Context: an optimization exercise on an open-source flow, tuned for small area, a short achievable clock period and few clock cycles. The choices shown serve that exercise and are no tape-out recipe. Only simulation tests tie the RTL to the original design; equivalence was not proved. No activity file was given, so power comes from the tool's default toggle rates.

<file path="flow/design.v">
module gt06_fsr (
    input  wire       clk,
    input  wire       rst,         
    input  wire       in_valid,
    input  wire [7:0] in_data,
    output wire       in_ready,
    input  wire [6:0] now_yy,
    input  wire [6:0] now_mo,
    input  wire [6:0] now_dd,
    input  wire [6:0] now_hh,
    input  wire [6:0] now_mi,
    input  wire [6:0] now_ss,
    output reg        out_valid,
    output reg  [7:0] out_data,
    output reg        out_last,
    output reg        out_rsp
);
    localparam N  = 260;         
    localparam M  = 10;          
    localparam K  = 4;           
    localparam NW = N / M;
    localparam NR = N / K;
    localparam Q  = 3;           
    localparam QB = 2;           
    localparam WA = 2;           
    localparam WB = 13;
    localparam RA = 5;           
    localparam RB = 13;
    function [7:0] bcd;
        input [6:0] v;
        reg [3:0] tens;
        reg [3:0] sub;
        begin
            if      (v >= 7'd90) begin tens = 4'd9; sub = 4'd10; end
            else if (v >= 7'd80) begin tens = 4'd8; sub = 4'd0;  end
            else if (v >= 7'd70) begin tens = 4'd7; sub = 4'd6;  end
            else if (v >= 7'd60) begin tens = 4'd6; sub = 4'd12; end
            else if (v >= 7'd50) begin tens = 4'd5; sub = 4'd2;  end
            else if (v >= 7'd40) begin tens = 4'd4; sub = 4'd8;  end
            else if (v >= 7'd30) begin tens = 4'd3; sub = 4'd14; end
            else if (v >= 7'd20) begin tens = 4'd2; sub = 4'd4;  end
            else if (v >= 7'd10) begin tens = 4'd1; sub = 4'd10; end
            else                 begin tens = 4'd0; sub = 4'd0;  end
            bcd = {tens, v[3:0] - sub};
        end
    endfunction
    function ack_id;
        input [7:0] p;
        begin
            case (p)
                8'h01, 8'h13, 8'h22, 8'h26, 8'h27,
                8'h28, 8'h2A, 8'hA0, 8'hA1, 8'hA4: ack_id = 1'b1;
                default:                            ack_id = 1'b0;
            endcase
        end
    endfunction
    function [15:0] crc_byte;
        input [15:0] c;
        input [7:0]  d;
        integer k;
        reg [15:0] r;
        begin
            r = c ^ {8'h00, d};
            for (k = 0; k < 8; k = k + 1)
                r = r[0] ? ((r >> 1) ^ 16'h8408) : (r >> 1);
            crc_byte = r;
        end
    endfunction
    reg        in_ready_r;
    reg        iq_v;
    reg  [7:0] iq_d;
    assign in_ready = in_ready_r;
    wire acc = in_valid & in_ready_r;
    reg [8*Q-1:0] wq;            
    reg [QB-1:0] wq_hd, wq_tl;
    reg [Q-1:0]  wq_th;          
    wire         wq_ne   = wq_th[0];
    wire         wq_full = wq_th[Q-1];
    reg        s_hunt, s_lenm, s_body;   
    reg        s_prev78;
    reg [8:0]  s_cnt;        
    reg        s_first;      
    reg        s_tc;         
    reg        s_len0;
    reg        s_pend5;      
    reg [2:0]  spill;        
    reg [41:0] tm;           
    reg  s_cnt1, s_cnt2;     
    wire b78    = (iq_d == 8'h78);
    wire tc_start  = iq_v && s_body && s_cnt1 && s_tc;
    reg        spill_on;     
    wire spill_psh = spill_on && !wq_full;
    reg        hold_r;       
    wire tc_next   = s_body && s_tc && !s_first && (iq_v ? s_cnt2 : s_cnt1);
    reg        iq_st;
    wire push   = spill_psh || iq_st;
    wire n_store = iq_v ? ((s_hunt && s_prev78 && b78) || s_lenm || (s_body && !s_cnt1))
                        : (s_lenm || s_body);
    wire [7:0] push_d = spill_on ? bcd(tm[41:35]) : iq_d;
    wire       spill_1 = (spill == 3'd1);
    wire frame_end = iq_v && s_body && s_cnt1;
    wire th_le_qm3 = !wq_th[Q-3];
    wire th_le_qm2 = !wq_th[Q-2];
    wire th_le_qm1 = !wq_th[Q-1];
    reg  room_ok;
    always @(*) begin
        case ({push, pop})
            2'b10:   room_ok = acc ? th_le_qm3 : th_le_qm2;
            2'b01:   room_ok = acc ? th_le_qm1 : 1'b1;
            default: room_ok = acc ? th_le_qm2 : th_le_qm1;
        endcase
    end
    wire commit = (frame_end && !s_len0) || (iq_v && s_hunt && s_pend5);
    reg [8*N-1:0] ring;
    reg [3:0]     wl;            
    reg [WA-1:0]  wa;
    reg [WB-1:0]  wb;
    reg [1:0]     rl;            
    reg [RA-1:0]  ra;
    reg [RB-1:0]  rb;
    reg [8:0]     occ;           
    reg           full_r;        
    reg           ne_r;          
    wire pop = wq_ne && (wl == 4'd0) && !full_r;
    wire [7:0] wdata = wq[8*wq_hd +: 8];
    wire ring_ok = (rl == 2'd0) && ne_r;
    wire rd;                     
    reg [7:0] rd_mux;
    integer j;
    always @(*) begin
        rd_mux = 8'h00;
        for (j = 0; j < NR; j = j + 1)
            if (ra[j / RB] && rb[j % RB]) rd_mux = rd_mux | ring[8*K*j +: 8];
    end
    genvar g;
    generate
        for (g = 0; g < N; g = g + 1) begin : slot
            if (g % M == 0) begin : wp
                always @(posedge clk)
                    ring[8*g +: 8] <= (pop && wa[g / M / WB] && wb[g / M % WB]) ? wdata
                                    : ring[8*((g+N-1)%N) +: 8];
            end else begin : sh
                always @(posedge clk)
                    ring[8*g +: 8] <= ring[8*(g-1) +: 8];
            end
        end
    endgenerate
    localparam FS_IDLE = 2'd0, FS_H1 = 2'd1, FS_BODY = 2'd2, FS_RSP = 2'd3;
    reg [1:0] f_state;
    reg [1:0] bcnt;              
    reg [8:0] rem;               
    reg [3:0] ridx;              
    reg       rsp_tc;
    reg [7:0] pid_r, s0_r, s1_r;
    reg       len_nz, len3, len4;    
    reg       pid_8a, pid_ack;
    reg [6:0] f_cc, f_sc;        
    wire      fp_nz = (f_cc != f_sc);
    reg       i_v, i_ring, i_crch, i_crcl, i_last, i_rsp, i_crc, i_init;
    reg       i_len, i_pid, i_body, i_s0, i_s1;
    reg [7:0] i_imm;
    reg [1:0] nf_state;
    reg       f_start;
    reg       n_rsp_tc;
    reg       w_ring;            
    wire last_body = bcnt[1] && (rem == 9'd1);
    wire has_rsp   = len_nz && (pid_8a || pid_ack);
    always @(*) begin
        i_v = 1'b0; i_ring = 1'b0; i_crch = 1'b0; i_crcl = 1'b0;
        i_last = 1'b0; i_rsp = 1'b0; i_crc = 1'b0; i_init = 1'b0;
        i_len = 1'b0; i_pid = 1'b0; i_body = 1'b0; i_s0 = 1'b0; i_s1 = 1'b0;
        i_imm = 8'h78;
        nf_state = f_state;
        f_start = 1'b0;
        n_rsp_tc = rsp_tc;
        case (f_state)
            FS_IDLE: begin
                if (fp_nz) begin
                    i_v = 1'b1;
                    f_start = 1'b1;
                    nf_state = FS_H1;
                end
            end
            FS_H1: begin
                i_v = 1'b1;
                nf_state = FS_BODY;
            end
            FS_BODY: begin
                i_ring = 1'b1; i_body = 1'b1;
                i_len = (bcnt == 2'd0);
                i_pid = (bcnt == 2'd1);
                i_s0  = bcnt[1] && (rem == 9'd6);
                i_s1  = bcnt[1] && (rem == 9'd5);
                if (ring_ok) begin
                    i_v = 1'b1;
                    if (last_body) begin
                        i_last = 1'b1;
                        n_rsp_tc = pid_8a;
                        nf_state = has_rsp ? FS_RSP : FS_IDLE;
                    end
                end
            end
            default: begin
                i_rsp = 1'b1;
                i_v   = 1'b1;
                if (rsp_tc) begin
                    case (ridx)
                        4'd0:  begin i_imm = 8'h78; i_init = 1'b1; end
                        4'd1:  i_imm = 8'h78;
                        4'd2:  begin i_imm = 8'h0B; i_crc = 1'b1; end
                        4'd3:  begin i_imm = 8'h8A; i_crc = 1'b1; end
                        4'd4, 4'd5, 4'd6, 4'd7, 4'd8, 4'd9: begin
                            i_v = ring_ok; i_ring = 1'b1; i_crc = 1'b1;
                        end
                        4'd10: begin i_imm = s0_r; i_crc = 1'b1; end
                        4'd11: begin i_imm = s1_r; i_crc = 1'b1; end
                        4'd12: i_crch = 1'b1;
                        4'd13: i_crcl = 1'b1;
                        4'd14: i_imm = 8'h0D;
                        default: begin i_imm = 8'h0A; i_last = 1'b1; end
                    endcase
                end else begin
                    case (ridx)
                        4'd0:  begin i_imm = 8'h78; i_init = 1'b1; end
                        4'd1:  i_imm = 8'h78;
                        4'd2:  begin i_imm = 8'h05; i_crc = 1'b1; end
                        4'd3:  begin i_imm = pid_r; i_crc = 1'b1; end
                        4'd4:  begin i_imm = s0_r; i_crc = 1'b1; end
                        4'd5:  begin i_imm = s1_r; i_crc = 1'b1; end
                        4'd6:  i_crch = 1'b1;
                        4'd7:  i_crcl = 1'b1;
                        4'd8:  i_imm = 8'h0D;
                        default: begin i_imm = 8'h0A; i_last = 1'b1; end
                    endcase
                end
                if (i_v && i_last) nf_state = FS_IDLE;
            end
        endcase
    end
    assign rd = w_ring && ring_ok;
    wire [3:0] n_ridx = (f_state != FS_RSP) ? 4'd0 : (i_v ? ridx + 4'd1 : ridx);
    wire n_w_ring = (nf_state == FS_BODY) ||
                    (nf_state == FS_RSP && n_rsp_tc &&
                     n_ridx >= 4'd4 && n_ridx <= 4'd9);
    reg        q_v, q_ring, q_crch, q_crcl, q_last, q_rsp, q_crc, q_init;
    reg        q_len, q_pid, q_body;
    reg [7:0]  q_imm;
    reg        q_s0, q_s1;
    reg [7:0]  rd_q;
    reg [15:0] crc;
    wire [15:0] crc_o = ~crc;
    wire [7:0] cdn = q_ring ? rd_q : q_imm;
    wire [7:0] odn = q_crch ? crc_o[15:8] :
                     q_crcl ? crc_o[7:0] : cdn;
    wire       q_bb = q_v && q_body;
    wire       rd_body = rd && (f_state == FS_BODY);
    wire       is_s0 = q_bb && ((q_len && rd_q == 8'h03) || (q_pid && len4) || q_s0);
    wire       is_s1 = q_bb && ((q_len && rd_q == 8'h02) || (q_pid && len3) || q_s1);
    integer qi;
    always @(posedge clk) begin
        rd_q     <= rd_mux;
        out_data <= odn;
        out_last <= q_last;
        out_rsp  <= q_rsp;
        iq_d     <= in_data;
        if (!hold_r)
            tm <= {now_yy, now_mo, now_dd, now_hh, now_mi, now_ss};
        else if (spill_psh)
            tm <= {tm[34:0], 7'd0};
        if (push) wq[8*wq_tl +: 8] <= push_d;
        if (iq_v && s_lenm) begin
            s_cnt   <= {1'b0, iq_d} + 9'd2;
            s_cnt1  <= 1'b0;
            s_cnt2  <= (iq_d == 8'h00);
            s_len0  <= (iq_d == 8'h00);
            s_first <= 1'b1;
        end
        if (iq_v && s_body) begin
            s_first <= 1'b0;
            s_cnt   <= s_cnt - 9'd1;
            s_cnt1  <= s_cnt2;
            s_cnt2  <= (s_cnt == 9'd3);
        end
        if (iq_v && s_body && s_first) s_tc <= (iq_d == 8'h8A) && !s_len0;
        q_ring <= i_ring; q_crch <= i_crch; q_crcl <= i_crcl;
        q_last <= i_last; q_rsp <= i_rsp; q_crc <= i_crc & i_v;
        q_init <= i_init & i_v;
        q_len <= i_len; q_pid <= i_pid; q_body <= i_body;
        q_imm <= i_imm; q_s0 <= i_s0; q_s1 <= i_s1;
        if (q_init) crc <= 16'hFFFF;
        else if (q_crc) crc <= crc_byte(crc, cdn);
        if (q_bb && q_len) begin
            len_nz <= (rd_q != 8'h00);
            len3   <= (rd_q == 8'h03);
            len4   <= (rd_q == 8'h04);
            rem    <= {1'b0, rd_q} + (rd_body ? 9'd1 : 9'd2);
        end else if (rd_body && bcnt != 2'd0) begin
            rem    <= rem - 9'd1;
        end
        if (q_bb && q_pid) begin
            pid_r   <= rd_q;
            pid_8a  <= (rd_q == 8'h8A);
            pid_ack <= ack_id(rd_q);
        end
        if (f_start) begin
            s0_r <= 8'h78;
            s1_r <= 8'h78;
        end else begin
            if (is_s0) s0_r <= rd_q;
            if (is_s1) s1_r <= rd_q;
        end
        rsp_tc <= n_rsp_tc;
        ridx   <= n_ridx;
        if (f_state == FS_H1) bcnt <= 2'd0;
        else if (rd_body && !bcnt[1]) bcnt <= bcnt + 2'd1;
        if (rst) begin
            in_ready_r <= 1'b1;
            iq_v      <= 1'b0;
            s_hunt    <= 1'b1;
            s_lenm    <= 1'b0;
            s_body    <= 1'b0;
            s_prev78  <= 1'b0;
            s_pend5   <= 1'b0;
            spill     <= 3'd0;
            spill_on  <= 1'b0;
            hold_r    <= 1'b0;
            w_ring    <= 1'b0;
            wq_hd     <= 0;
            wq_tl     <= 0;
            wq_th     <= 0;
            wl        <= 4'd0;
            wa        <= 1;
            wb        <= 1;
            rl        <= 2'd3;
            ra        <= 1 << (RA - 1);
            rb        <= 1 << (RB - 1);
            occ       <= 9'd0;
            full_r    <= 1'b0;
            ne_r      <= 1'b0;
            f_state   <= FS_IDLE;
            f_cc      <= 7'd0;
            f_sc      <= 7'd0;
            iq_st     <= 1'b0;
            q_v       <= 1'b0;
            out_valid <= 1'b0;
        end else begin
            iq_v  <= acc;
            iq_st <= acc && n_store;
            if (iq_v) begin
                if (s_hunt) begin
                    if (s_pend5) s_pend5 <= 1'b0;
                    if (s_prev78 && b78) begin
                        s_hunt   <= 1'b0;
                        s_lenm   <= 1'b1;
                        s_prev78 <= 1'b0;
                    end else begin
                        s_prev78 <= b78;
                    end
                end
                if (s_lenm) begin
                    s_lenm  <= 1'b0;
                    s_body  <= 1'b1;
                end
                if (s_body) begin
                    if (s_cnt1) begin
                        s_body  <= 1'b0;
                        s_hunt  <= 1'b1;
                        s_pend5 <= s_len0;
                    end
                end
            end
            hold_r <= (acc && tc_next) || tc_start ||
                      (spill_on && !(spill_1 && spill_psh));
            spill_on <= tc_start || (spill_on && !(spill_1 && spill_psh));
            if (tc_start)       spill <= 3'd6;
            else if (spill_psh) spill <= spill - 3'd1;
            if (push) wq_tl <= (wq_tl == Q - 1) ? 0 : wq_tl + 1;
            if (pop)  wq_hd <= (wq_hd == Q - 1) ? 0 : wq_hd + 1;
            if (push && !pop)      wq_th <= {wq_th[Q-2:0], 1'b1};
            else if (pop && !push) wq_th <= {1'b0, wq_th[Q-1:1]};
            in_ready_r <= !(acc && tc_next) && !tc_start &&
                          (!spill_on || (spill_1 && spill_psh)) &&
                          room_ok;
            if (!pop) begin
                wl <= (wl == M - 1) ? 4'd0 : wl + 4'd1;
                if (wl == M - 1) begin
                    wb <= {wb[WB-2:0], wb[WB-1]};
                    if (wb[WB-1]) wa <= {wa[WA-2:0], wa[WA-1]};
                end
            end
            if (!rd) begin
                rl <= rl + 2'd1;
                if (rl == 2'd3) begin
                    rb <= {rb[RB-2:0], rb[RB-1]};
                    if (rb[RB-1]) ra <= {ra[RA-2:0], ra[RA-1]};
                end
            end
            if (pop && !rd)      occ <= occ + 9'd1;
            else if (rd && !pop) occ <= occ - 9'd1;
            full_r <= (pop && !rd && occ == N - 1) || (full_r && !rd);
            ne_r   <= pop || (ne_r && !(rd && occ == 9'd1));
            f_state <= nf_state;
            if (commit)  f_cc <= f_cc + 7'd1;
            if (f_start) f_sc <= f_sc + 7'd1;
            w_ring <= n_w_ring;
            q_v       <= i_v;
            out_valid <= q_v;
        end
    end
endmodule
</file>
<file path="flow/flow/run.sh">
#!/bin/bash
# Layout flow: the standard layout (standard.sh, which runs the standard
# synthesis unchanged and the ORFS steps), with three changes to how the
# layout is optimised. The constraints (constraint.sdc) are not touched.
#  - Port buffers: buffer_ports inserts sky130_fd_sc_hd__buf_4 cells instead
#    of the default (slow) delay-buffer cell. Every port keeps its buffer.
#  - Timing repair aims for a larger setup slack than the 10 ns clock needs.
#  - Clock tree: clkbuf_16 buffers with larger sink clusters (30 sinks,
#    80 um), so fewer clock buffers; all flip-flops get the same tree.
# Tool output goes to run_standard.log here; ORFS also keeps its per-step
# logs under orfs/logs.
set -euo pipefail
export BUFFER_PORTS_ARGS="-buffer_cell sky130_fd_sc_hd__buf_4"
export SETUP_SLACK_MARGIN=6.9
export CTS_ARGS="-sink_clustering_enable -repair_clock_nets -buf_list sky130_fd_sc_hd__clkbuf_16 -sink_clustering_size 30 -sink_clustering_max_diameter 80 -sink_buffer_max_cap_derate 1.0"
bash standard.sh > run_standard.log 2>&1
</file>
<file path="flow/standard.sh">
#!/bin/bash
# synth_recipe.tcl (not shown) runs the flow's synth.tcl, then flattens the netlist and writes it again
# the make line also repeats each setting of config.mk as NAME=value (left out here)
make -C /OpenROAD-flow-scripts/flow DESIGN_CONFIG=/design/flow/config.mk WORK_HOME=/design/flow/orfs CLKGATE_MAP_FILE= SYNTH_SCRIPT=/design/flow/synth_recipe.tcl "${@:-finish}"
</file>
<file path="flow/config.mk">
export PLATFORM = sky130hd
export DESIGN_NAME = gt06_fsr
export DESIGN_NICKNAME = gt06_fsr
export VERILOG_FILES = /design/flow/design.v
export SDC_FILE = /design/flow/constraint.sdc
export NUM_CORES = 4
export LEC_CHECK = 0
export CAP_MARGIN = 20
export CORE_MARGIN = 2
export CORE_UTILIZATION = 65
export CTS_BUF_LIST = sky130_fd_sc_hd__clkbuf_8 sky130_fd_sc_hd__clkbuf_16
export CTS_CLUSTER_DIAMETER = 50
export CTS_CLUSTER_SIZE = 20
export SLEW_MARGIN = 20
</file>
<file path="flow/constraint.sdc">
create_clock -name core_clock -period 10.0 [get_ports {clk}]
set_input_delay 2.0000 -clock core_clock [delete_from_list [all_inputs] [get_ports {clk}]]
set_output_delay 2.0000 -clock core_clock [all_outputs]
set_load 0.01 [all_outputs]
</file>
==> flow_results.xml, run 1 <==
<?xml version="1.0" encoding="UTF-8"?>
<metrics>
  <group name="grt">
    <metric name="groute.usage.overall" unit="%">26.4</metric>
    <metric name="grt_overflow_total" unit="">0</metric>
    <metric name="global_route_wire_length_before_repair" unit="microns">185000</metric>
    <metric name="number_of_antenna_violations_at_the_first_check_in_global_routing" unit="">3</metric>
    <metric name="largest_net_degree_at_the_start_of_global_routing" unit="">82</metric>
    <metric name="via_count_of_the_first_global_routing_pass" unit="">29307</metric>
  </group>
  <group name="detailed_routing">
    <metric name="drt-total-wl" unit="microns">126000</metric>
    <metric name="ant_nets" unit="">0</metric>
    <metric name="drtIter0Drc" unit="">2892</metric>
    <metric name="num_vias" unit="">30816</metric>
    <metric name="routed_wire_length_per_instance" unit="microns">22.4</metric>
    <metric name="drt-vias-per-instance" unit="">5.48</metric>
    <metric name="drt_pass1_iterations" unit="">8</metric>
    <metric name="drc" unit="">0</metric>
  </group>
  <group name="placed_design">
    <metric name="place_inst" unit="">5506</metric>
    <metric name="dpl.hpwl" unit="microns">75400</metric>
    <metric name="globalplace.congestion" unit="">0.823</metric>
    <metric name="io_buffers" unit="">64</metric>
  </group>
  <group name="synthesis">
    <metric name="async_set_reset_flop_share_out_of_synthesis" unit="%">0</metric>
    <metric name="yosysMostFrequentCell" unit="">dfxtp_1</metric>
    <metric name="yosys_register_bits" unit="">2356</metric>
    <metric name="ys_top_cells_by_count" unit="">2,255 x dfxtp_1, 351 x nand2_1, 188 x o21ai_0</metric>
    <metric name="synth_area_leaders" unit="">dfxtp_1 75%, edfxtp_1 5.1%, nand2_1 2.2%</metric>
    <metric name="synth_top_family_by_area" unit="">compound AO/OA/AOI/OAI gates</metric>
    <metric name="netlist.top_cell.by_area" unit="">dfxtp_1</metric>
    <metric name="synth_top_cell_area_share" unit="%">75.2</metric>
    <metric name="synth_cells" unit="">4419</metric>
    <metric name="synthMuxAreaShare" unit="%">1.69</metric>
    <metric name="yosys.area_share.xor_xnor" unit="%">1.21</metric>
    <metric name="ys.flop_type" unit="">dfxtp_1</metric>
    <metric name="syn-mean-instance-area" unit="sq um">13.6</metric>
    <metric name="synthesized_cell_area" unit="sq um">60100</metric>
    <metric name="synth_edf_count" unit="">101</metric>
    <metric name="synth.net_count" unit="">4504</metric>
    <metric name="synthAdderAreaFrac" unit="%">0.708</metric>
    <metric name="yosys.area_share.simple" unit="%">6.51</metric>
    <metric name="compound_gate_portion_of_the_synthesized_area" unit="%">7.95</metric>
    <metric name="ys_seq_area_share" unit="%">80.2</metric>
    <metric name="synth_cell_types" unit="">84</metric>
    <metric name="yosysWarningCount" unit="">1</metric>
  </group>
  <group name="pwr">
    <metric name="irDropWorstVdd" unit="mV">0.196</metric>
    <metric name="p_per_area" unit="nW/um^2">224</metric>
    <metric name="share_clk_of_total_power" unit="%">30.6</metric>
    <metric name="cell_leakage_power" unit="nW">24.6</metric>
    <metric name="sw_frac_of_total" unit="%">20.7</metric>
    <metric name="power.switching" unit="mW">2.98</metric>
    <metric name="power_report.internal_total" unit="mW">11.4</metric>
    <metric name="sequential_power_share" unit="%">66.8</metric>
    <metric name="power.combinational.fraction" unit="%">2.6</metric>
  </group>
  <group name="sta">
    <metric name="rsz0062_at_grt" unit="">true</metric>
    <metric name="worst_slew_pin_slew" unit="ns">1.05</metric>
    <metric name="final_max_slew_viol_count" unit="">0</metric>
    <metric name="slew-limit-headroom" unit="%">30.3</metric>
    <metric name="fin_tns_setup" unit="ns">0</metric>
    <metric name="min_period" unit="ns">3.16</metric>
    <metric name="hold_vio_cnt_final" unit="">0</metric>
    <metric name="report.final.setup_viol" unit="">0</metric>
    <metric name="clock_skew" unit="ns">0.0341</metric>
    <metric name="fin_crit_sh" unit="%">31.6</metric>
    <metric name="max_freq" unit="MHz">316</metric>
  </group>
  <group name="clock_network">
    <metric name="cts_htree_levels" unit="">3</metric>
    <metric name="insertion_delay" unit="ns">0.72</metric>
    <metric name="clk_pin_slew" unit="ns">0.11</metric>
    <metric name="hold_buffers" unit="">0</metric>
    <metric name="num_cts_buffers" unit="">90</metric>
    <metric name="cts-root-to-sink-buffers" unit="">3</metric>
    <metric name="cts-root-buf" unit="">clkbuf_16</metric>
    <metric name="clock_sink_count" unit="">2356</metric>
    <metric name="cts_tree" unit="">built</metric>
  </group>
  <group name="critical_path">
    <metric name="critical-path-top-delay-family" unit="">flip-flops</metric>
    <metric name="worst_ep_arrival_time" unit="ns">1.16</metric>
    <metric name="worst_ep_required_time" unit="ns">8.00</metric>
    <metric name="critPathCaptureType" unit="">output pin</metric>
    <metric name="timing.setup.critical_path_class" unit="">flop to output pin</metric>
    <metric name="ordered_cell_list_for_the_critical_path" unit="">buf_6</metric>
    <metric name="cp_max_fo" unit="">2</metric>
    <metric name="worstPathBufferInverterCount" unit="">1</metric>
    <metric name="cp-start-kind" unit="">flop</metric>
    <metric name="critPathSlowestCell" unit="">dfxtp_2</metric>
    <metric name="timing.critical_path.slowest_cell_delay" unit="ns">0.35</metric>
  </group>
  <group name="final_layout">
    <metric name="layout.cells.non_filler" unit="">5620</metric>
    <metric name="final_core_util" unit="%">70.0</metric>
    <metric name="num-fill-cells" unit="">6477</metric>
    <metric name="fraction_of_final_layout_cells_sized_beyond_drive_strength_1" unit="%">7.58</metric>
    <metric name="antenna_cells" unit="">0</metric>
    <metric name="fin_nets" unit="">4500</metric>
    <metric name="area_delta_synth_final" unit="%">6.90</metric>
  </group>
  <group name="die">
    <metric name="num_rows" unit="">111</metric>
    <metric name="start_util" unit="%">65.5</metric>
    <metric name="floorplan.io_pins" unit="">65</metric>
    <metric name="dieWidth" unit="microns">308</metric>
    <metric name="vert_die_dim" unit="microns">308</metric>
    <metric name="core_area" unit="sq um">91700</metric>
    <metric name="total_die_area" unit="sq um">94800</metric>
  </group>
  <group name="worst_hold_path">
    <metric name="hold_path.class" unit="">flop to flop</metric>
  </group>
  <group name="job">
    <metric name="maxcap_viol_count" unit="">0</metric>
  </group>
  <group name="outcome">
    <metric name="outcome" unit="">no timing/DRC/antenna violations</metric>
  </group>
</metrics>
[final cells by class]
type	instances	area, sq um	share of cell area, %
flip-flops and latches	2356	48200	75.1
multi-input cells	1801	11000	17.1
clock buffers	93	2330	3.63
well taps	1186	1480	2.31
repair buffers	100	803	1.25
inverters	66	248	0.386
clock inverters	18	166	0.259
[logic make-up after synthesis]
logic type               after synthesis
AO/OA/AOI/OAI                        738
XOR/XNOR                              83
adder cells (fa/ha/maj)               33
buffers and inverters                262
flip-flops                          2356
multiplexers                          97
AND/OR/NAND/NOR                      850
[what timing repair did]
item / in CTS / in global routing
gates resized for setup: 17 / 17
buffers inserted: 0 / 2
pin swaps: 0 / 1
endpoints found under the setup margin: 22 / 92
[state kept, by name, summed over array words and instances (netlist names), 7 cells and up]
| name | flops |
|---|---|
| crc | 16 |
| occ | 9 |
| f_cc | 7 |
| rem | 9 |
| f_sc | 7 |
| pid_r | 8 |
| rb | 13 |
| s0_r | 8 |
| iq_d | 8 |
| wq | 24 |
| s_cnt | 9 |
| wb | 13 |
| tm | 42 |
| ring | 2080 |
| out_data | 8 |
| rd_q | 8 |
| s1_r | 8 |
| q_imm | 8 |
[worst register-to-register path, stage by stage, from the launching register on]
cell and delay (ns):
dfxtp_1 0.40, nor4_1 0.33, nand3b_1 0.26, inv_2 0.21, and2_1 0.64, nand2_2 0.70
o21ai_0 0.41
[per-stage QoR]
step	hold slack [ns]	instance area, sq um	setup slack (ns)	power, mW
6_report	0.315	64200	6.84	14.4
5_1_grt	0.319	64200	6.74	14.8
4_1_cts	0.313	64100	6.78	14.4
3_5_place_dp	0.312	61600	6.71	10.2
3_3_place_gp	0.309	61600	6.70	10.2
2_1_floorplan	0.310	60100	7.00	10.0
[per-layer routing]
layer / wire length, microns / vias up / GRT usage (%) / share of wire [%]
met2: 55800 / 744 / 41.3 / 44
li1: - / 14848 / - / -
met3: 7170 / 167 / 4.51 / 5.7
met1: 59900 / 15057 / 38.7 / 48
met4: 2980 / 0 / 6.27 / 2.4
met5: 0 / - / 0 / 0
[power groups by stage]
stage	Sequential [mW]	Combinational (mW)	Clock, mW
after floorplan	9.77	0.275	0
after global placement	9.81	0.367	0
after detailed placement	9.81	0.371	0
after CTS	9.60	0.376	4.46
after global routing	9.61	0.413	4.77
final	9.60	0.376	4.39
[cell usage in the layout, fill, tap and decap left out, types with 16 or more instances in the layout]
| cell | Yosys | final |
|---|---|---|
| mux2i_1 | 60 | 60 |
| xnor2_1 | 46 | 46 |
| a21oi_1 | 135 | 127 |
| o22ai_1 | 25 | 25 |
| nand2_1 | 351 | 344 |
| a22oi_1 | 139 | 139 |
| nor3_1 | 25 | 25 |
| clkbuf_16 | 0 | 93 |
| ha_1 | 30 | 30 |
| dfxtp_2 | 0 | 29 |
| mux2_2 | 37 | 37 |
| edfxtp_1 | 101 | 101 |
| nand3_1 | 126 | 125 |
| a222oi_1 | 27 | 27 |
| o21ai_0 | 188 | 187 |
| a221oi_1 | 24 | 23 |
| inv_1 | 64 | 70 |
| dfxtp_1 | 2255 | 2226 |
| o21ai_1 | 65 | 65 |
| nor2_1 | 160 | 160 |
| xor2_1 | 37 | 37 |
| nand2_2 | 19 | 25 |
| a22o_1 | 62 | 62 |
| and3_1 | 18 | 18 |
| buf_4 | 1 | 87 |
| nand4_1 | 43 | 43 |
| nand2b_1 | 16 | 16 |
| nor2b_1 | 19 | 19 |
[final timing paths]
kind	from	to	slack, ns	depth (start not counted)
setup / recovery	in_ready_r	in_ready	6.84	1
hold / removal	ring[1496]	ring[1504]	0.32	0
setup reg to reg	wl[0]	ring[1684]	6.96	6
hold reg to reg	ring[1496]	ring[1504]	0.32	0
Testbench counts, summed over its fixed seeds: cycles 38,273.
==> inputs of run 2 (changes only) <==
--- a/flow/flow/run.sh
+++ b/flow/flow/run.sh
@@ -11,6 +11,6 @@
 # logs under orfs/logs.
 set -euo pipefail
 export BUFFER_PORTS_ARGS="-buffer_cell sky130_fd_sc_hd__buf_4"
-export SETUP_SLACK_MARGIN=6.9
+export SETUP_SLACK_MARGIN=7.0
 export CTS_ARGS="-sink_clustering_enable -repair_clock_nets -buf_list sky130_fd_sc_hd__clkbuf_16 -sink_clustering_size 30 -sink_clustering_max_diameter 80 -sink_buffer_max_cap_derate 1.0"
 bash standard.sh > run_standard.log 2>&1
==> run 2 against run 1 <==
Still clean; global-route usage did not move; area after synthesis did not move; wire length rose by 0.14%; sequential share of layout area barely moved; utilization barely moved; largest cell class unchanged.
==> flow_results.xml, run 2 <==
<?xml version="1.0" encoding="UTF-8"?>
<metrics>
  <group name="grt">
    <metric name="number_of_antenna_violations_at_the_first_check_in_global_routing" unit="">3</metric>
    <metric name="groute.usage.overall" unit="%">26.4</metric>
    <metric name="global_route_wire_length_before_repair" unit="microns">185000</metric>
    <metric name="via_count_of_the_first_global_routing_pass" unit="">29321</metric>
    <metric name="largest_net_degree_at_the_start_of_global_routing" unit="">82</metric>
    <metric name="grt_overflow_total" unit="">0</metric>
  </group>
  <group name="synthesis">
    <metric name="netlist.top_cell.by_area" unit="">dfxtp_1</metric>
    <metric name="synth_area_leaders" unit="">dfxtp_1 75%, edfxtp_1 5.1%, nand2_1 2.2%</metric>
    <metric name="yosys.area_share.xor_xnor" unit="%">1.21</metric>
    <metric name="syn-mean-instance-area" unit="sq um">13.6</metric>
    <metric name="synth.net_count" unit="">4504</metric>
    <metric name="synth_cell_types" unit="">84</metric>
    <metric name="yosysWarningCount" unit="">1</metric>
    <metric name="ys_seq_area_share" unit="%">80.2</metric>
    <metric name="yosys_register_bits" unit="">2356</metric>
    <metric name="synthAdderAreaFrac" unit="%">0.708</metric>
    <metric name="synthMuxAreaShare" unit="%">1.69</metric>
    <metric name="ys_top_cells_by_count" unit="">2,255 x dfxtp_1, 351 x nand2_1, 188 x o21ai_0</metric>
    <metric name="synth_top_cell_area_share" unit="%">75.2</metric>
    <metric name="synth_edf_count" unit="">101</metric>
    <metric name="compound_gate_portion_of_the_synthesized_area" unit="%">7.95</metric>
    <metric name="ys.flop_type" unit="">dfxtp_1</metric>
    <metric name="synthesized_cell_area" unit="sq um">60100</metric>
    <metric name="synth_top_family_by_area" unit="">compound AO/OA/AOI/OAI gates</metric>
    <metric name="synth_cells" unit="">4419</metric>
    <metric name="async_set_reset_flop_share_out_of_synthesis" unit="%">0</metric>
    <metric name="yosys.area_share.simple" unit="%">6.51</metric>
    <metric name="yosysMostFrequentCell" unit="">dfxtp_1</metric>
  </group>
  <group name="pwr">
    <metric name="power.combinational.fraction" unit="%">2.6</metric>
    <metric name="total_power_consumption_of_the_routed_design" unit="mW">14.4</metric>
    <metric name="p_per_area" unit="nW/um^2">224</metric>
    <metric name="share_clk_of_total_power" unit="%">30.6</metric>
    <metric name="power.switching" unit="mW">2.98</metric>
    <metric name="cell_leakage_power" unit="nW">24.6</metric>
    <metric name="irDropWorstVdd" unit="mV">0.196</metric>
    <metric name="power_report.internal_total" unit="mW">11.4</metric>
    <metric name="sequential_power_share" unit="%">66.8</metric>
    <metric name="sw_frac_of_total" unit="%">20.8</metric>
  </group>
  <group name="die">
    <metric name="total_die_area" unit="sq um">94800</metric>
    <metric name="num_rows" unit="">111</metric>
    <metric name="dieWidth" unit="microns">308</metric>
    <metric name="vert_die_dim" unit="microns">308</metric>
    <metric name="floorplan.io_pins" unit="">65</metric>
    <metric name="start_util" unit="%">65.5</metric>
    <metric name="core_area" unit="sq um">91700</metric>
  </group>
  <group name="final_layout">
    <metric name="largest_register_ff_count" unit="">2080</metric>
    <metric name="area_delta_synth_final" unit="%">6.97</metric>
    <metric name="antenna_cells" unit="">0</metric>
    <metric name="biggestRegsByFlops" unit="">ring (2080), tm (42), wq (24)</metric>
    <metric name="fraction_of_final_layout_cells_sized_beyond_drive_strength_1" unit="%">7.70</metric>
    <metric name="fin_nets" unit="">4505</metric>
    <metric name="num-fill-cells" unit="">6476</metric>
    <metric name="design_area_final" unit="sq um">64200</metric>
    <metric name="mostFrequentLayoutCell" unit="">dfxtp_1</metric>
    <metric name="largest-register" unit="">ring</metric>
    <metric name="layout.cells.non_filler" unit="">5625</metric>
    <metric name="most-common-layout-cells" unit="">2,226 x dfxtp_1, 344 x nand2_1, 186 x o21ai_0</metric>
  </group>
  <group name="sta">
    <metric name="max_freq" unit="MHz">316</metric>
    <metric name="worst_slew_pin_slew" unit="ns">1.04</metric>
    <metric name="hold_vio_cnt_final" unit="">0</metric>
    <metric name="final_max_slew_viol_count" unit="">0</metric>
    <metric name="clock_skew" unit="ns">0.0346</metric>
    <metric name="fin_tns_setup" unit="ns">0</metric>
    <metric name="rsz0062_at_grt" unit="">true</metric>
    <metric name="report.final.setup_viol" unit="">0</metric>
    <metric name="slew-limit-headroom" unit="%">30.3</metric>
    <metric name="timing.final.ws_setup" unit="ns">6.84</metric>
    <metric name="fin_crit_sh" unit="%">31.6</metric>
    <metric name="min_period" unit="ns">3.16</metric>
  </group>
  <group name="outcome">
    <metric name="outcome" unit="">no timing/DRC/antenna violations</metric>
  </group>
  <group name="placed_design">
    <metric name="globalplace.congestion" unit="">0.823</metric>
    <metric name="place_inst" unit="">5506</metric>
    <metric name="dpl.hpwl" unit="microns">75400</metric>
    <metric name="dpl-instance-area" unit="sq um">61600</metric>
    <metric name="io_buffers" unit="">64</metric>
    <metric name="preCtsSetupSlack" unit="ns">6.71</metric>
  </group>
  <group name="detailed_routing">
    <metric name="drt_pass1_iterations" unit="">6</metric>
    <metric name="drc" unit="">0</metric>
    <metric name="routed_wire_length_per_instance" unit="microns">22.4</metric>
    <metric name="ant_nets" unit="">0</metric>
    <metric name="drtIter0Drc" unit="">2983</metric>
    <metric name="num_vias" unit="">30882</metric>
    <metric name="drt-total-wl" unit="microns">126000</metric>
    <metric name="drt-vias-per-instance" unit="">5.49</metric>
  </group>
  <group name="critical_path">
    <metric name="critPathSlowestCell" unit="">dfxtp_2</metric>
    <metric name="ordered_cell_list_for_the_critical_path" unit="">buf_6</metric>
    <metric name="timing.critical_path.slowest_cell_delay" unit="ns">0.35</metric>
    <metric name="timing.setup.critical_path_class" unit="">flop to output pin</metric>
    <metric name="worst_ep_arrival_time" unit="ns">1.16</metric>
    <metric name="cp_max_fo" unit="">2</metric>
    <metric name="critical-path-top-delay-family" unit="">flip-flops</metric>
    <metric name="cp-start-kind" unit="">flop</metric>
    <metric name="worst_ep_required_time" unit="ns">8.00</metric>
    <metric name="critPathCaptureType" unit="">output pin</metric>
    <metric name="worstPathBufferInverterCount" unit="">1</metric>
  </group>
  <group name="clock_network">
    <metric name="cts_htree_levels" unit="">3</metric>
    <metric name="clk_pin_slew" unit="ns">0.11</metric>
    <metric name="clock_sink_count" unit="">2356</metric>
    <metric name="num_cts_buffers" unit="">90</metric>
    <metric name="cts-root-to-sink-buffers" unit="">3</metric>
    <metric name="cts_tree" unit="">built</metric>
    <metric name="cts-root-buf" unit="">clkbuf_16</metric>
    <metric name="insertion_delay" unit="ns">0.72</metric>
    <metric name="hold_buffers" unit="">0</metric>
  </group>
  <group name="job">
    <metric name="maxcap_viol_count" unit="">0</metric>
  </group>
  <group name="worst_hold_path">
    <metric name="hold_path.class" unit="">flop to flop</metric>
  </group>
</metrics>
==> run 2: changes by cell type in the layout (fill, tap and decap cells not counted) <==
cell     before  now
buf_4        87   92
and2_2        2    3
o21ai_0     187  186
and2_1        6    5
o21ai_1      65   66
==> run 2: power groups by stage <==
stage	Combinational, mW	Sequential (mW)	Clock (mW)
2_1_floorplan	0.275	9.77	0
3_3_place_gp	0.367	9.81	0
3_5_place_dp	0.371	9.81	0
4_1_cts	0.376	9.60	4.46
5_1_grt	0.415	9.61	4.77
6_report	0.378	9.60	4.40
==> run 2: routing by layer <==
metal  track usage, %  share of wire (%)
met2             41.3                 44
met1             38.7                 48
met5                0                  0
met3             4.51                5.6
met4             6.24                2.3
==> run 2: repair_timing <==
action,4_1_cts,5_1_grt
resized for setup,22,14
pin swaps,0,1
setup endpoints to repair,47,153
setup buffers,0,7
hold endpoints to repair,0,0
==> run 2: layout make-up <==
cell class	instances	area [sq um]	area share (%)
clock inverters	18	166	0.259
repair buffers	105	841	1.31
well taps	1186	1480	2.31
flip-flops and latches	2356	48200	75.1
inverters	66	248	0.386
clock buffers	93	2330	3.62
multi-input cells	1801	11000	17.1
==> run 2: cell families (layout without fill, tap and decap cells) <==
group | Yosys count | count (layout)
flip-flops | 2356 | 2356
AND/OR/NAND/NOR | 850 | 850
AO/OA/AOI/OAI | 738 | 738
buffers and inverters | 262 | 282
multiplexers | 97 | 97
XOR/XNOR | 83 | 83
adder cells (fa/ha/maj) | 33 | 33
==> run 2: through the flow <==
step	hold slack (ns)	util, %
after global placement	0.309	67.2
after detailed placement	0.312	67.2
final	0.312	70.1
after CTS	0.313	70.0
after global routing	0.319	70.1
after floorplan	0.310	-
==> run 2: final timing paths <==
| path | from | to | slack, ns | depth (start not counted) |
|---|---|---|---|---|
| worst max register to register | ridx[0] | w_ring | 7.16 | 8 |
| worst min register to register | ring[1496] | ring[1504] | 0.31 | 0 |
| worst max-delay path | in_ready_r | in_ready | 6.84 | 1 |
| worst min-delay path | ring[1496] | ring[1504] | 0.31 | 0 |
==> inputs of run 3 (changes only) <==
--- a/flow/flow/run.sh
+++ b/flow/flow/run.sh
@@ -11,6 +11,6 @@
 # logs under orfs/logs.
 set -euo pipefail
 export BUFFER_PORTS_ARGS="-buffer_cell sky130_fd_sc_hd__buf_4"
-export SETUP_SLACK_MARGIN=7.0
-export CTS_ARGS="-sink_clustering_enable -repair_clock_nets -buf_list sky130_fd_sc_hd__clkbuf_16 -sink_clustering_size 30 -sink_clustering_max_diameter 80 -sink_buffer_max_cap_derate 1.0"
+export SETUP_SLACK_MARGIN=6.9
+export CTS_ARGS="-sink_clustering_enable -repair_clock_nets -buf_list sky130_fd_sc_hd__clkbuf_16 -sink_clustering_size 32 -sink_clustering_max_diameter 70 -sink_buffer_max_cap_derate 1.0"
 bash standard.sh > run_standard.log 2>&1
==> run 3 against run 2 <==
Critical endpoint unchanged; global-route usage up 0.087 points; non-clock buffer count down 2; worst hold slack worse by 0.0054 ns; synthesized cell count unchanged.
==> flow_results.xml, run 3 <==
<?xml version="1.0" encoding="UTF-8"?>
<metrics>
  <group name="sta">
    <metric name="final_max_slew_viol_count" unit="">0</metric>
    <metric name="fin_crit_sh" unit="%">31.6</metric>
    <metric name="slew-limit-headroom" unit="%">30.3</metric>
    <metric name="hold_vio_cnt_final" unit="">0</metric>
    <metric name="min_period" unit="ns">3.16</metric>
    <metric name="rsz0062_at_grt" unit="">true</metric>
    <metric name="worst_slew_pin_slew" unit="ns">1.05</metric>
    <metric name="clock_skew" unit="ns">0.0357</metric>
    <metric name="fin_tns_setup" unit="ns">0</metric>
    <metric name="report.final.setup_viol" unit="">0</metric>
    <metric name="max_freq" unit="MHz">316</metric>
  </group>
  <group name="synthesis">
    <metric name="ys.flop_type" unit="">dfxtp_1</metric>
    <metric name="synth_top_cell_area_share" unit="%">75.2</metric>
    <metric name="ys_top_cells_by_count" unit="">2,255 x dfxtp_1, 351 x nand2_1, 188 x o21ai_0</metric>
    <metric name="synth.net_count" unit="">4504</metric>
    <metric name="synthesized_cell_area" unit="sq um">60100</metric>
    <metric name="synth_cell_types" unit="">84</metric>
    <metric name="synth_cells" unit="">4419</metric>
    <metric name="ys_seq_area_share" unit="%">80.2</metric>
    <metric name="yosys_register_bits" unit="">2356</metric>
    <metric name="yosysWarningCount" unit="">1</metric>
    <metric name="yosysMostFrequentCell" unit="">dfxtp_1</metric>
    <metric name="syn-mean-instance-area" unit="sq um">13.6</metric>
    <metric name="netlist.top_cell.by_area" unit="">dfxtp_1</metric>
    <metric name="synth_edf_count" unit="">101</metric>
    <metric name="async_set_reset_flop_share_out_of_synthesis" unit="%">0</metric>
    <metric name="synth_area_leaders" unit="">dfxtp_1 75%, edfxtp_1 5.1%, nand2_1 2.2%</metric>
  </group>
  <group name="worst_hold_path">
    <metric name="hold_path.class" unit="">flop to flop</metric>
    <metric name="worst_hold_startpoint" unit="">ring[344]</metric>
    <metric name="hold_path_cells" unit="">0</metric>
    <metric name="worst_hold_path.endpoint" unit="">ring[352]</metric>
  </group>
  <group name="final_layout">
    <metric name="biggestRegsByFlops" unit="">ring (2080), tm (42), wq (24)</metric>
    <metric name="mostFrequentLayoutCell" unit="">dfxtp_1</metric>
    <metric name="area_delta_synth_final" unit="%">7.45</metric>
    <metric name="largest_register_ff_count" unit="">2080</metric>
    <metric name="largest-register" unit="">ring</metric>
    <metric name="fin_nets" unit="">4505</metric>
    <metric name="most-common-layout-cells" unit="">2,226 x dfxtp_1, 346 x nand2_1, 187 x o21ai_0</metric>
    <metric name="antenna_cells" unit="">0</metric>
    <metric name="fraction_of_final_layout_cells_sized_beyond_drive_strength_1" unit="%">8.03</metric>
  </group>
  <group name="die">
    <metric name="floorplan.io_pins" unit="">65</metric>
    <metric name="vert_die_dim" unit="microns">308</metric>
    <metric name="dieWidth" unit="microns">308</metric>
    <metric name="start_util" unit="%">65.5</metric>
    <metric name="total_die_area" unit="sq um">94800</metric>
    <metric name="num_rows" unit="">111</metric>
    <metric name="core_area" unit="sq um">91700</metric>
  </group>
  <group name="detailed_routing">
    <metric name="drc" unit="">0</metric>
    <metric name="routed_wire_length_per_instance" unit="microns">22.3</metric>
    <metric name="drt_pass1_iterations" unit="">6</metric>
    <metric name="num_vias" unit="">30731</metric>
    <metric name="drt-vias-per-instance" unit="">5.45</metric>
    <metric name="drt-total-wl" unit="microns">126000</metric>
    <metric name="ant_nets" unit="">0</metric>
    <metric name="drtIter0Drc" unit="">2794</metric>
  </group>
  <group name="grt">
    <metric name="grt_overflow_total" unit="">0</metric>
    <metric name="via_count_of_the_first_global_routing_pass" unit="">29319</metric>
    <metric name="global_route_wire_length_before_repair" unit="microns">186000</metric>
    <metric name="number_of_antenna_violations_at_the_first_check_in_global_routing" unit="">1</metric>
    <metric name="largest_net_degree_at_the_start_of_global_routing" unit="">82</metric>
    <metric name="groute.usage.overall" unit="%">26.5</metric>
  </group>
  <group name="pwr">
    <metric name="total_power_consumption_of_the_routed_design" unit="mW">14.6</metric>
    <metric name="irDropWorstVdd" unit="mV">0.209</metric>
    <metric name="p_per_area" unit="nW/um^2">226</metric>
    <metric name="cell_leakage_power" unit="nW">24.7</metric>
  </group>
  <group name="placed_design">
    <metric name="io_buffers" unit="">64</metric>
    <metric name="dpl.hpwl" unit="microns">75400</metric>
    <metric name="globalplace.congestion" unit="">0.823</metric>
  </group>
  <group name="clock_network">
    <metric name="cts_tree" unit="">built</metric>
    <metric name="hold_buffers" unit="">0</metric>
    <metric name="cts-root-buf" unit="">clkbuf_16</metric>
    <metric name="cts-root-to-sink-buffers" unit="">3</metric>
    <metric name="insertion_delay" unit="ns">0.72</metric>
    <metric name="clock_sink_count" unit="">2356</metric>
    <metric name="num_cts_buffers" unit="">92</metric>
    <metric name="clk_pin_slew" unit="ns">0.11</metric>
    <metric name="cts_htree_levels" unit="">3</metric>
  </group>
  <group name="critical_path">
    <metric name="regToRegStartpoint" unit="">wl[0]</metric>
    <metric name="worst_ep_arrival_time" unit="ns">1.16</metric>
    <metric name="ordered_cell_list_for_the_critical_path" unit="">buf_6</metric>
    <metric name="worstPathBufferInverterCount" unit="">1</metric>
    <metric name="r2r.worst_path.cells" unit="">7</metric>
    <metric name="cp-start-kind" unit="">flop</metric>
    <metric name="critical-path-top-delay-family" unit="">flip-flops</metric>
    <metric name="critPathSlowestCell" unit="">dfxtp_2</metric>
    <metric name="reg2reg_capture_point" unit="">ring[1204]</metric>
    <metric name="timing.critical_path.slowest_cell_delay" unit="ns">0.36</metric>
    <metric name="cp_max_fo" unit="">2</metric>
    <metric name="worst_ep_required_time" unit="ns">8.00</metric>
    <metric name="timing.setup.critical_path_class" unit="">flop to output pin</metric>
    <metric name="critPathCaptureType" unit="">output pin</metric>
    <metric name="ff2ff_setup_slack" unit="ns">6.94</metric>
  </group>
  <group name="job">
    <metric name="maxcap_viol_count" unit="">0</metric>
  </group>
  <group name="outcome">
    <metric name="outcome" unit="">no timing/DRC/antenna violations</metric>
  </group>
</metrics>
-- run 3: cell counts after synthesis --
Identical to the previous run, type by type.
-- run 3: timing repair --
action                                  in CTS  in global routing
endpoints found under the setup margin      23                 90
pin swaps                                    0                  1
setup buffers                                0                  5
resized for setup                           18                 15
-- run 3: power breakdown --
group          switching (mW)  internal [mW]
combinational           0.216          0.161
clock                    2.81           1.81
sequential             0.0827           9.52
total                    3.11           11.5
-- run 3: metrics by stage --
stage | util [%] | instance area [sq um] | cells | hold WS, ns | setup WS, ns
final | 70.4 | 64500 | 5643 | 0.306 | 6.84
after floorplan | - | 60100 | 4419 | 0.310 | 7.00
after CTS | 70.3 | 64400 | 5637 | 0.296 | 6.78
after global routing | 70.4 | 64500 | 5643 | 0.306 | 6.73
after detailed placement | 67.2 | 61600 | 5506 | 0.312 | 6.71
after global placement | 67.2 | 61600 | 5506 | 0.309 | 6.70
-- run 3: layer usage --
metal / wire, microns / global-route usage, % / vias up
met5: 0 / 0 / -
met4: 2720 / 6.14 / 0
met3: 6730 / 4.21 / 159
met2: 56000 / 41.4 / 752
met1: 60600 / 39.1 / 14928
li1: - / - / 14892
-- run 3: logic make-up after synthesis --
family / after synthesis / share of synthesized area (%)
compound gates: 738 / 7.95
xor+xnor: 83 / 1.21
fa+ha+maj: 33 / 0.708
buf+inv: 262 / 1.71
flops: 2356 / 80.2
mux: 97 / 1.69
simple gates: 850 / 6.51
-- run 3: worst max-delay path by stage --
stage,to,from,cells past startpoint,slack [ns]
after floorplan,f_cc[0],rst,4,7.00
after global placement,spill[0],rst,3,6.70
after detailed placement,spill[0],rst,3,6.71
after CTS,in_ready,in_ready_r,1,6.78
after global routing,ring[1124],wl[0],7,6.73
final,in_ready,in_ready_r,1,6.84
-- run 3: area by class of cell --
cell class                      count  area, sq um
Sequential cell                  2356        48200
Fill cell                        6395        27100
Multi-Input combinational cell   1801        11000
Clock buffer                       93         2330
Tap cell                         1186         1480
Timing Repair Buffer              103          826
Clock inverter                     38          473
Inverter                           66          248

## port drivers added, routing unchanged
How much do the figures lean on ideal ports? The routed layouts below were timed once more, with nothing changed but the port constraints.
Step 1: set_driving_cell puts a clkbuf_16 on clk and a buf_2 on each other input, an assumption about the parent block.
Step 2 adds t to the input delays and takes it off the output delays; t is the mean of the earliest and latest rising clock arrival at the registers after step 1. Input paths then give back, and output paths get back, about the clock's delay inside the block.
a / b / c = ideal ports / drivers / drivers and shift; a / b = the first two.
run	shift t [ns]	setup slack, ns	worst register clock-pin slew, ns	cell pins on the clock port's net
run 1	0.773	6.836 / 6.768 / 6.694	0.11 / 0.11	1
run 2	0.769	6.837 / 6.769 / 6.718	0.11 / 0.11	1
run 3	0.770	6.836 / 6.767 / 6.697	0.12 / 0.12	1
After both steps every run listed still meets setup and hold. The setup slack of run 1, which loses most, moves by -0.068 ns with the drivers and by -0.142 ns with both steps.
